Source: an optimization exercise on an open RTL-to-GDS flow (aim: small area). Production flows keep margins and buffers that such runs may drop.
Only simulation tests tie the RTL to the original design; equivalence was not proved.
Power is estimated from default activity; no workload was simulated.

## run A
// ibus_core
module ibus_core (
    input  wire        clk,
    input  wire        rst,           
    input  wire        rx,            
    output wire        tx,            
    output wire        tx_en,         
    input  wire        req_valid,
    input  wire        req_send,      
    input  wire [3:0]  req_cmd,
    input  wire [3:0]  req_id,
    input  wire [2:0]  req_len,       
    input  wire [31:0] req_data,      
    output reg         dec_valid,
    output wire [1:0]  dec_status,    
    output wire [3:0]  dec_cmd,
    output wire [3:0]  dec_id,
    output wire        frame_ready
);
export LEC_CHECK = 0
export CAP_MARGIN = 20
export CORE_MARGIN = 2
export CORE_UTILIZATION = 40
export PLACE_DENSITY = 0.6
export SLEW_MARGIN = 20
create_clock -name core_clock -period 10.0 [get_ports {clk}]
standard.sh (not shown) runs the stock make flow with config.mk's settings and CLKGATE_MAP_FILE= SYNTH_SCRIPT=/design/flow/synth_recipe.tcl, a recipe that flattens the netlist after the stock synthesis.
==> flow/flow/run.sh <==
#!/bin/bash
# Standard layout, but the port buffers are the smallest buffer cell
# instead of the delay cell that buffer_ports picks by default, and the
# clock tree is built from smaller buffers without dummy loads.
set -euo pipefail
export BUFFER_PORTS_ARGS="-buffer_cell sky130_fd_sc_hd__buf_1"
export CTS_ARGS="-sink_clustering_enable -repair_clock_nets -dont_use_dummy_load -buf_list sky130_fd_sc_hd__clkbuf_8"
bash standard.sh > standard.log 2>&1
No stage failed in run A, and the final checks on the layout all came back clean.
### run A -> run B
diff --git a/flow/flow/run.sh b/flow/flow/run.sh
--- a/flow/flow/run.sh
+++ b/flow/flow/run.sh
@@ -7,0 +8 @@
+export RECOVER_POWER=100
[summary]
- Area used by multi-input combinational logic delta for run B relative to run A: about 1.4% lower
- Status: non-clock buffer count in the final layout parity (run B, run A)
- Run A ended with every stage complete and zero timing, DRC or antenna violations.
- No crash in run B: every stage finished, but the layout fails its final checks due to max-capacitance violations, max-slew violations.
- Compared with run A, run B shows a higher routed length on met3.
- Between run B and run A, the difference in detail-routed via count per cell is negligible.
- Between run B and run A, the difference in y dimension of the die is negligible.
- Delay of the slowest cell on the worst path is higher on run B
- Cell count along the critical path: lower on run B
- Worst hold slack across run B and run A: no real change.

---

The RTL this note starts from:
==> flow/design.v <==
module ibus_core (
    input  wire        clk,
    input  wire        rst,           
    input  wire        rx,            
    output wire        tx,            
    output wire        tx_en,         
    input  wire        req_valid,
    input  wire        req_send,      
    input  wire [3:0]  req_cmd,
    input  wire [3:0]  req_id,
    input  wire [2:0]  req_len,       
    input  wire [31:0] req_data,      
    output reg         dec_valid,
    output wire [1:0]  dec_status,    
    output wire [3:0]  dec_cmd,
    output wire [3:0]  dec_id,
    output wire        frame_ready
);
    localparam [3:0] BC_START = 4'd15;
    localparam [3:0] BC_STOP  = 4'd8;
    localparam [3:0] BC_IDLE  = 4'd9;
    localparam [8:0] GAP_SEED = 9'h1FF;
    function [8:0] lfsr_step(input [8:0] s);
        lfsr_step = {s[7:0], s[8] ^ s[4]};
    endfunction
    function [8:0] lfsr_n(input [8:0] s, input integer n);
        integer k;
        begin
            lfsr_n = s;
            for (k = 0; k < n; k = k + 1)
                lfsr_n = lfsr_step(lfsr_n);
        end
    endfunction
    localparam [8:0] GAP_END = lfsr_n(GAP_SEED, 319);
    reg        rx_s1, rx_s2;     
    reg  [3:0] ph;               
    reg  [3:0] bc;               
    reg        busy;             
    reg  [3:0] cnt;              
    reg        fp;               
    reg [39:0] sr;               
    reg  [7:0] acc;              
    reg  [2:0] hi;               
    reg        cy;               
    reg  [8:0] gap_lfsr;
    reg        gap_flag;
    reg        avail_q;          
    assign tx_en       = busy;
    assign dec_cmd     = sr[15:12];
    assign dec_id      = sr[11:8];
    assign dec_status  = {avail_q && !hi[2], avail_q && hi[2]};
    wire dec_fire  = req_valid && !req_send && !busy;
    wire send_fire = req_valid &&  req_send && !busy && (req_len <= 3'd4);
    wire cur1 = cnt[0] && !cnt[1];
    wire cur2 = cnt[1] && !cnt[2];
    wire cur3 = cnt[2] && !cnt[3];
    wire cur4 = cnt[3];
    wire first = fp;
    wire pend  = fp;
    assign frame_ready = !busy && cnt[3] && cnt[0];
    wire   dec_avail   = frame_ready;
    wire bit_end  = (ph == 4'd15);
    wire in_data  = !bc[3];
    wire dshift   = bit_end && in_data;
    wire last     = (bc == 4'd7);
    wire at_idle  = (bc == BC_IDLE);
    wire char_end = bit_end && (bc == BC_STOP);
    wire r_chi  = cnt[3] && !cnt[2];             
    wire r_clo  = cnt[2] && !cnt[1];             
    wire t_clo  = !first && r_clo;
    wire t_body = !first && !r_clo && !r_chi;
    wire rx_valid    = !busy && char_end && rx_s2;
    wire rx_accept   = rx_valid && !send_fire;
    wire frame_start = rx_accept && gap_flag;
    wire rx_shift    = !busy && dshift;
    wire tx_shift = busy && dshift && t_body;
    always @(posedge clk) begin
        if (rst) begin
            rx_s1 <= 1'b1;
            rx_s2 <= 1'b1;
        end else begin
            rx_s1 <= rx;
            rx_s2 <= rx_s1;
        end
    end
    always @(posedge clk) begin
        if (send_fire)
            ph <= 4'd13;
        else if (!busy && at_idle)
            ph <= 4'd8;                  
        else if (!(busy && char_end))
            ph <= ph + 4'd1;
    end
    always @(posedge clk) begin
        if (rst) begin
            bc   <= BC_IDLE;
            busy <= 1'b0;
        end else if (send_fire) begin
            bc   <= BC_IDLE;
            busy <= 1'b1;
        end else begin
            if (at_idle) begin
                if (busy ? bit_end : !rx_s2)
                    bc <= BC_START;
            end else if (bit_end) begin
                if (!busy && bc == BC_START && rx_s2)
                    bc <= BC_IDLE;       
                else
                    bc <= bc + 4'd1;
            end
            if (busy && char_end && r_chi)
                busy <= 1'b0;
        end
    end
    always @(posedge clk) begin
        if (rst)
            cnt <= 4'b0000;
        else if (send_fire)
            cnt <= {req_len == 3'd0, req_len <= 3'd1, req_len <= 3'd2, req_len <= 3'd3};
        else if (frame_start)
            cnt <= 4'b0001;
        else if (busy ? char_end : ((rx_accept && !cur4) || (dec_fire && dec_avail)))
            cnt <= {cnt[2:0], !cnt[3]};
    end
    always @(posedge clk) begin
        if (send_fire)
            fp <= 1'b1;
        else if (busy) begin
            if (char_end)
                fp <= 1'b0;
        end else if (rx_accept && (frame_start || cur1 || cur2))
            fp <= 1'b1;
        else if (rx_shift && last)
            fp <= 1'b0;
    end
    always @(posedge clk) begin
        if (send_fire)
            sr <= {req_data, req_cmd, req_id};
        else begin
            if (tx_shift || rx_shift)
                sr[7:0] <= {busy ? sr[8] : rx_s2, sr[7:1]};
            if (tx_shift || (rx_shift && cur1))
                sr[15:8] <= {busy ? sr[16] : rx_s2, sr[15:9]};
            if (tx_shift)
                sr[39:16] <= {sr[39], sr[39:17]};
        end
    end
    wire add_en = busy ? t_body : pend;
    wire a_in   = add_en && sr[0];
    wire s_bit  = acc[0] ^ a_in ^ cy;
    wire c_out  = (acc[0] & a_in) | (acc[0] & cy) | (a_in & cy);
    wire rot    = dshift && (busy || pend);
    wire ok3    = (acc == 8'hFF) && !hi[1] && (sr[7:0] == {7'h7F, ~hi[0]});
    always @(posedge clk) begin
        if (send_fire) begin
            acc <= 8'd4 + {5'd0, req_len};
            hi  <= 3'd0;
            cy  <= 1'b0;
        end else if (frame_start) begin
            acc     <= 8'd0;
            hi[1:0] <= 2'd0;
            cy      <= 1'b0;
        end else if (rot) begin
            acc <= {s_bit, acc[7:1]};
            cy  <= c_out && !last;
            if (last)
                hi <= hi + {2'd0, c_out};
        end else if (rx_accept && cur3) begin
            hi[2] <= ok3;
        end
    end
    always @(posedge clk) begin
        if (rx_accept)
            gap_lfsr <= GAP_SEED;
        else
            gap_lfsr <= lfsr_step(gap_lfsr);
    end
    always @(posedge clk) begin
        if (rst || send_fire)            
            gap_flag <= 1'b1;
        else if (rx_accept)
            gap_flag <= 1'b0;
        else if (gap_lfsr == GAP_END)
            gap_flag <= 1'b1;
    end
    always @(posedge clk) begin
        if (rst)
            dec_valid <= 1'b0;
        else
            dec_valid <= dec_fire;
    end
    always @(posedge clk) begin
        avail_q <= dec_avail;
    end
    reg t_bit;
    always @(*) begin
        if (first)
            t_bit = acc[0];
        else if (t_body)
            t_bit = sr[0];
        else if (t_clo)
            t_bit = ~acc[0];
        else
            t_bit = !(bc[2:0] <= 3'd2 && hi[bc[1:0]]);
    end
    assign tx = !busy || !(bc == BC_START || (in_data && !t_bit));
endmodule
==> flow/config.mk <==
export PLATFORM = sky130hd
export DESIGN_NAME = ibus_core
export DESIGN_NICKNAME = ibus_core
export VERILOG_FILES = /design/flow/design.v
export SDC_FILE = /design/flow/constraint.sdc
export NUM_CORES = 4
export LEC_CHECK = 0
export CAP_MARGIN = 20
export CORE_MARGIN = 2
export CORE_UTILIZATION = 40
export PLACE_DENSITY = 0.6
export SLEW_MARGIN = 20
==> flow/constraint.sdc <==
create_clock -name core_clock -period 10.0 [get_ports {clk}]
set_input_delay 2.0000 -clock core_clock [delete_from_list [all_inputs] [get_ports {clk}]]
set_output_delay 2.0000 -clock core_clock [all_outputs]
set_load 0.01 [all_outputs]
==> flow/flow/run.sh <==
#!/bin/bash
# The standard layout (standard.sh) with three changes:
# - synthesis maps the logic with ABC's area-oriented mapper (amap, the
#   script in abc_map.script) instead of ORFS's delay-oriented script; the
#   flip-flops are mapped before ABC runs, so they are the same as in the
#   standard synthesis;
# - the port buffers are the smallest buffer cell instead of the delay cell
#   buffer_ports picks by default;
# - the clock tree uses clkbuf_8 without dummy loads.
set -euo pipefail
rm -rf scripts_area
cp -r "$FLOW_HOME/scripts" scripts_area
cp flow/abc_map.script scripts_area/abc_speed.script
export SCRIPTS_DIR="$PWD/scripts_area"
export BUFFER_PORTS_ARGS="-buffer_cell sky130_fd_sc_hd__buf_1"
export CTS_ARGS="-sink_clustering_enable -repair_clock_nets -dont_use_dummy_load -buf_list sky130_fd_sc_hd__clkbuf_8"
bash standard.sh > standard.log 2>&1
==> flow/flow/abc_map.script <==
strash
 ifraig
 dch -f
 amap
 topo
Change:
CAP_MARGIN = 0   (was 20)
SLEW_MARGIN = 0   (was 20)
Hold slack is about the same.
Synthesized cell count is unchanged.
Maximum frequency hardly moves.
Sequential power hardly moves.

==> re-timing with driven ports <==
Ports are ideal in the flow. The routed layouts listed here were re-timed in OpenROAD.
Step 1 sets driving cells, clkbuf_16 on the clock port and buf_2 on the other inputs (assumed; they add their load-dependent delay and slew).
Step 2 times the ports against the registers' clock, not the clock port: input delays grow and output delays shrink by t, the midpoint of the rising clock arrivals with the driver on.
Slacks: ideal ports / drivers / drivers and shift; pairs: ideal ports / drivers.
| run | t (ns) | setup slack, ns | latest minus earliest clock arrival (ns) | cell pins on the clock port's net |
|---|---|---|---|---|
| run A | 0.384 | 5.156 / 5.161 / 4.777 | 0.025 / 0.026 | 1 |
| run B | 0.384 | 3.700 / 3.709 / 3.326 | 0.026 / 0.027 | 1 |
| the first run of note 2 | 0.366 | 5.574 / 5.581 / 5.215 | 0.022 / 0.022 | 1 |
| the second run of note 2 | 0.368 | 5.569 / 5.576 / 5.208 | 0.022 / 0.022 | 1 |
For run A, which loses most, drivers alone change the setup slack by +0.005 ns; drivers and shift together by -0.379 ns.
